This is an optimization exercise on Yosys and OpenROAD, whose aim is small area and few clock cycles, not a production implementation. The RTL was checked by simulation tests, not by an equivalence proof against the original design. Power and IR drop assume default switching activity.

== old ==
==> flow/design.v <==
module mb_rtu_rx (
    input  wire       clk,
    input  wire       rst,           
    input  wire [7:0] cfg_unit_id,   
    input  wire       rx_valid,      
    input  wire [7:0] rx_byte,
    input  wire       rx_mid,        
    input  wire       rx_silence,    
    output wire       rx_ready,
    output reg        ev_valid,
    output reg  [3:0] ev_code,
    output reg        pdu_valid,
    output reg  [7:0] pdu_data,
    output reg        pdu_last,
    output reg        pdu_bcast,
    input  wire       pdu_ready
);
    localparam [3:0] EV_ACCEPT   = 4'd1;
    localparam [3:0] EV_BCAST    = 4'd2;
    localparam [3:0] EV_OTHER    = 4'd3;
    localparam [3:0] EV_TIMEOUT  = 4'd4;
    localparam [3:0] EV_SHORT    = 4'd5;
    localparam [3:0] EV_CRC      = 4'd6;
    localparam [3:0] EV_T15      = 4'd7;
    localparam [3:0] EV_OVERFLOW = 4'd8;
    localparam [1:0] S_IDLE = 2'd0;
    localparam [1:0] S_RECV = 2'd1;
    localparam [1:0] S_DISC = 2'd2;
    localparam QW = 3;               
    localparam QD = 1 << QW;
    localparam OW = 4;               
    localparam RM = 1 << OW;         
    localparam KW = 8 - OW;          
    localparam RK = 1 << KW;         
    reg  [1:0]  state;
    reg  [15:0] crc;         
    reg         ovf;         
    reg         uid_b;       
    reg         uid_m;       
    reg  [7:0]  tc;          
    reg  [8:0]  nf;          
    reg  [8:0]  fs;          
    reg  [8:0]  ws;          
    reg  [8:0]  rs;          
    reg         rfirst;      
    localparam QB = OW + 9;
    reg  [QB-1:0] qr [0:QD-1];
    reg  [QW:0]   q_wp;
    reg  [QW:0]   q_rp;
    reg           p_v;         
    reg  [OW-1:0] p_skip;
    reg           p_bc;
    wire [QW-1:0] qh = q_rp[QW-1:0];
    wire q_empty = (q_wp == q_rp);
    wire q_full  = (q_wp == {~q_rp[QW], q_rp[QW-1:0]});
    wire [QW-1:0] q_ins_d = tc[QW-1:0] + 1'b1 - q_wp[QW-1:0];
    wire q_ins = p_v && !q_full && (q_ins_d == 0) && !p_pop;
    wire p_pop;                
    wire [QW-1:0] q_hpos = tc[QW-1:0] - qh;
    wire [QB-1:0] q_head = qr[q_hpos];
    wire [OW-1:0] h_skip = q_empty ? p_skip : q_head[QB-1:9];
    wire [7:0]    h_endp = q_empty ? nf[7:0] : q_head[8:1];    
    wire          h_bc   = q_empty ? p_bc : q_head[0];
    wire          h_v    = !q_empty || p_v;
    genvar qp;
    generate
        for (qp = 0; qp < QD; qp = qp + 1) begin : g_q
            if (qp == 0) begin : g_wr
                always @(posedge clk)
                    qr[0] <= q_ins ? {p_skip, nf[7:0], p_bc} : qr[QD-1];
            end else begin : g_sh
                always @(posedge clk)
                    qr[qp] <= qr[qp - 1];
            end
        end
    endgenerate
    reg  [15:0] crc_in;
    reg  [15:0] crc_upd;
    integer     i;
    always @(*) begin
        crc_in  = (state == S_IDLE) ? 16'hFFFF : crc;
        crc_upd = crc_in ^ {8'h00, rx_byte};
        for (i = 0; i < 8; i = i + 1)
            crc_upd = crc_upd[0] ? ((crc_upd >> 1) ^ 16'hA001) : (crc_upd >> 1);
    end
    wire [8:0] cur   = rfirst ? rs + h_skip : rs;
    wire [7:0] rdist = tc - cur[7:0];            
    wire [8:0]  nstored = ws - fs;               
    wire        at_max  = (nstored[7:0] == 8'd255);
    wire [OW-1:0] skip  = tc[OW-1:0] + 1'b1 - nf[OW-1:0];
    wire [8:0]  wslot   = (nstored[7:0] == 8'd0) ? nf + skip : ws;
    wire [7:0]  wdist   = tc + 8'd1 - wslot[7:0];
    wire [8:0]  room    = wslot - (q_empty ? rs : cur);
    wire        w_ok    = (wdist[OW-1:0] == 0) && ((q_empty && !p_v) || !room[8]);
    wire append = (state == S_RECV) && !rx_mid && !at_max;
    wire crc_ok  = (crc == 16'h0000);
    wire long_ok = (nstored[7:0] >= 8'd3);
    wire accept  = (state == S_RECV) && long_ok && crc_ok && (uid_b || uid_m);
    assign rx_ready = rx_silence ? !(accept && p_v && !q_ins) : !(rx_valid && append && !w_ok);
    wire take_byte = rx_valid && rx_ready;
    wire take_sil  = rx_silence && !rx_valid && rx_ready;
    wire wr_en     = take_byte && append;
    wire commit  = take_sil && accept;
    reg  [8*RM-1:0] seg [0:RK-1];
    wire [7:0]      tap [0:RK-1];
    genvar k;
    generate
        for (k = 0; k < RK; k = k + 1) begin : g_seg
            wire [7:0] prev = seg[(k + RK - 1) % RK][8*RM-1 -: 8];
            wire       ins  = wr_en && (wdist[7:OW] == k);
            assign tap[k] = seg[k][8*RM-1 -: 8];
            always @(posedge clk)
                seg[k] <= {seg[k][8*RM-9:0], ins ? rx_byte : prev};
        end
    endgenerate
    wire rd_ok = h_v && (rdist[OW-1:0] == RM - 1);
    wire rd_go = rd_ok && (!pdu_valid || pdu_ready);
    wire [8:0] cur_n = cur + 9'd1;
    wire rd_last = (cur_n[7:0] == h_endp);
    assign p_pop = rd_go && rd_last && q_empty;
    always @(posedge clk) begin
        if (commit) begin
            p_skip <= fs[OW-1:0] - nf[OW-1:0];
            p_bc   <= uid_b;
        end
        if (rd_go) begin
            pdu_data  <= tap[rdist[7:OW]];
            pdu_last  <= rd_last;
            pdu_bcast <= h_bc;
        end
    end
    always @(posedge clk) begin
        if (rst) begin
            state     <= S_IDLE;
            crc       <= 16'hFFFF;
            ovf       <= 1'b0;
            uid_b     <= 1'b0;
            uid_m     <= 1'b0;
            tc        <= 8'd0;
            nf        <= 9'd0;
            fs        <= 9'd0;
            ws        <= 9'd0;
            rs        <= 9'd0;
            rfirst    <= 1'b1;
            q_wp      <= {(QW+1){1'b0}};
            q_rp      <= {(QW+1){1'b0}};
            p_v       <= 1'b0;
            ev_valid  <= 1'b0;
            ev_code   <= 4'd0;
            pdu_valid <= 1'b0;
        end else begin
            ev_valid <= 1'b0;
            tc       <= tc + 8'd1;
            if (rd_go) begin
                pdu_valid <= 1'b1;
                rs        <= cur_n;
                rfirst    <= rd_last;
                if (rd_last && !q_empty)
                    q_rp <= q_rp + 1'b1;
            end else if (pdu_ready) begin
                pdu_valid <= 1'b0;
            end
            if (q_ins) begin
                q_wp <= q_wp + 1'b1;
                p_v  <= 1'b0;
            end
            if (p_pop)
                p_v <= 1'b0;
            if (commit)
                p_v <= 1'b1;
            case (state)
                S_IDLE: begin
                    if (take_byte) begin
                        crc   <= crc_upd;
                        uid_b <= (rx_byte == 8'h00);
                        uid_m <= (rx_byte == cfg_unit_id);
                        fs    <= nf;
                        ws    <= nf;
                        state <= S_RECV;
                    end else if (take_sil) begin
                        ev_valid <= 1'b1;
                        ev_code  <= EV_TIMEOUT;
                    end
                end
                S_RECV: begin
                    if (take_byte) begin
                        if (rx_mid) begin
                            ovf   <= 1'b0;
                            state <= S_DISC;
                        end else if (at_max) begin
                            ovf   <= 1'b1;
                            state <= S_DISC;
                        end else begin
                            if (nstored[7:0] == 8'd0)
                                fs <= wslot;
                            ws  <= wslot + 9'd1;
                            crc <= crc_upd;
                        end
                    end else if (take_sil) begin
                        ev_valid <= 1'b1;
                        state    <= S_IDLE;
                        if (commit)
                            nf <= ws - 9'd2;
                        if (!long_ok)
                            ev_code <= EV_SHORT;
                        else if (!crc_ok)
                            ev_code <= EV_CRC;
                        else if (uid_b)
                            ev_code <= EV_BCAST;
                        else if (uid_m)
                            ev_code <= EV_ACCEPT;
                        else
                            ev_code <= EV_OTHER;
                    end
                end
                default: begin
                    if (take_sil) begin
                        ev_valid <= 1'b1;
                        ev_code  <= ovf ? EV_OVERFLOW : EV_T15;
                        state    <= S_IDLE;
                    end
                end
            endcase
        end
    end
endmodule
==> flow/config.mk <==
export PLATFORM = sky130hd
export DESIGN_NAME = mb_rtu_rx
export DESIGN_NICKNAME = mb_rtu_rx
export VERILOG_FILES = /design/flow/design.v
export SDC_FILE = /design/flow/constraint.sdc
export NUM_CORES = 4
export LEC_CHECK = 0
export ABC_AREA = 1
export CAP_MARGIN = 20
export CORE_MARGIN = 2
export CORE_UTILIZATION = 40
export CTS_CLUSTER_DIAMETER = 100
export CTS_CLUSTER_SIZE = 25
export SLEW_MARGIN = 20
export SYNTH_MEMORY_MAX_BITS = 4096
==> flow/constraint.sdc <==
create_clock -name core_clock -period 10.0 [get_ports {clk}]
set_input_delay 2.0000 -clock core_clock [delete_from_list [all_inputs] [get_ports {clk}]]
set_output_delay 2.0000 -clock core_clock [all_outputs]
set_load 0.01 [all_outputs]
run.sh (not shown) runs the stock make flow with config.mk's settings and CLKGATE_MAP_FILE= SYNTH_SCRIPT=/design/flow/synth_recipe.tcl, a recipe that flattens the netlist after the stock synthesis.
Testbench counts of old, summed over its fixed seeds: cycles 30,432.
> inputs changed (old -> new)
--- a/flow/design.v
+++ b/flow/design.v
@@ -54,20 +54,18 @@
     wire q_empty = (q_wp == q_rp);
     wire q_full  = (q_wp == {~q_rp[QW], q_rp[QW-1:0]});
     wire [QW-1:0] q_ins_d = tc[QW-1:0] + 1'b1 - q_wp[QW-1:0];
-    wire q_ins = p_v && !q_full && (q_ins_d == 0) && !p_pop;
-    wire p_pop;                
+    wire q_ins = p_v && !q_full && (q_ins_d == 0);
     wire [QW-1:0] q_hpos = tc[QW-1:0] - qh;
     wire [QB-1:0] q_head = qr[q_hpos];
-    wire [OW-1:0] h_skip = q_empty ? p_skip : q_head[QB-1:9];
-    wire [7:0]    h_endp = q_empty ? nf[7:0] : q_head[8:1];    
-    wire          h_bc   = q_empty ? p_bc : q_head[0];
-    wire          h_v    = !q_empty || p_v;
+    wire [OW-1:0] h_skip = q_head[QB-1:9];
+    wire [7:0]    h_end  = q_head[8:1];
+    wire          h_bc   = q_head[0];
     genvar qp;
     generate
         for (qp = 0; qp < QD; qp = qp + 1) begin : g_q
             if (qp == 0) begin : g_wr
                 always @(posedge clk)
-                    qr[0] <= q_ins ? {p_skip, nf[7:0], p_bc} : qr[QD-1];
+                    qr[0] <= q_ins ? {p_skip, nf[7:0] - 8'd1, p_bc} : qr[QD-1];
             end else begin : g_sh
                 always @(posedge clk)
                     qr[qp] <= qr[qp - 1];
@@ -91,7 +89,9 @@
     wire [8:0]  wslot   = (nstored[7:0] == 8'd0) ? nf + skip : ws;
     wire [7:0]  wdist   = tc + 8'd1 - wslot[7:0];
     wire [8:0]  room    = wslot - (q_empty ? rs : cur);
-    wire        w_ok    = (wdist[OW-1:0] == 0) && ((q_empty && !p_v) || !room[8]);
+    wire        rd_go;
+    wire        w_ok    = (wdist[OW-1:0] == 0) &&
+                          ((q_empty && !p_v) || !room[8] || (room == 9'h100 && rd_go));
     wire append = (state == S_RECV) && !rx_mid && !at_max;
     wire crc_ok  = (crc == 16'h0000);
     wire long_ok = (nstored[7:0] >= 8'd3);
@@ -113,11 +113,9 @@
                 seg[k] <= {seg[k][8*RM-9:0], ins ? rx_byte : prev};
         end
     endgenerate
-    wire rd_ok = h_v && (rdist[OW-1:0] == RM - 1);
-    wire rd_go = rd_ok && (!pdu_valid || pdu_ready);
-    wire [8:0] cur_n = cur + 9'd1;
-    wire rd_last = (cur_n[7:0] == h_endp);
-    assign p_pop = rd_go && rd_last && q_empty;
+    wire rd_ok = !q_empty && (rdist[OW-1:0] == RM - 1);
+    assign rd_go = rd_ok && (!pdu_valid || pdu_ready);
+    wire rd_last = (cur[7:0] == h_end);
     always @(posedge clk) begin
         if (commit) begin
             p_skip <= fs[OW-1:0] - nf[OW-1:0];
@@ -153,9 +151,9 @@
             tc       <= tc + 8'd1;
             if (rd_go) begin
                 pdu_valid <= 1'b1;
-                rs        <= cur_n;
+                rs        <= cur + 9'd1;
                 rfirst    <= rd_last;
-                if (rd_last && !q_empty)
+                if (rd_last)
                     q_rp <= q_rp + 1'b1;
             end else if (pdu_ready) begin
                 pdu_valid <= 1'b0;
@@ -164,8 +162,6 @@
                 q_wp <= q_wp + 1'b1;
                 p_v  <= 1'b0;
             end
-            if (p_pop)
-                p_v <= 1'b0;
             if (commit)
                 p_v <= 1'b1;
             case (state)
==> comparison <==
- In new, met2 wire length is lower than in old.
- A critical-path cell with the highest stage delay of dfxtp_1 is what old shows, while clkdlybuf4s50_1 belongs to new.
- NOTE sequential logic power old->new decreased slightly
- new vs old, relative slew slack went down by 8.9 points.
- new and old ended up with nearly the same number of vias in the routed layout.
- Compared with old, new shows a lower fraction of layout cells with a size suffix above 1.
- Compared new against old; design area within noise.
- Summary — critical path depth, new relative to old: higher, by about 9%.
- Compared with old, in new routed wire length grew by 1600 µm, hold slack grew by 9.7 ps.
- On count of buffer and inverter cells on the critical path, the higher figure sits with old, not new.
- Cell count of the worst reg-to-reg path (new vs. old) decreases by a few percent
Testbench counts of new, summed over its fixed seeds: cycles 30,463.

-- port drivers added, routing unchanged --
No port has a modelled driver above. Below, the same layouts with a new extraction and two added sets of constraints. Step 1 (the two cells are an assumption about what drives the block):
set clk [get_ports {clk}]
set_driving_cell -lib_cell sky130_fd_sc_hd__clkbuf_16 $clk
set_driving_cell -lib_cell sky130_fd_sc_hd__buf_2 [delete_from_list [all_inputs] $clk]
Step 2 times the ports against the registers' clock, not the clock port: input delays grow and output delays shrink by t, the midpoint of the rising clock arrivals with the driver on. a / b / c = ideal ports / drivers / drivers and shift; a / b = the first two.
run | t, ns | slack for setup (ns) | clock arrival spread, ns
old | 0.782 | 0.675 / 0.599 / 1.381 | 0.055 / 0.055
new | 0.764 | 0.800 / 0.737 / 1.502 | 0.039 / 0.039
After both steps every run listed still meets setup and hold.
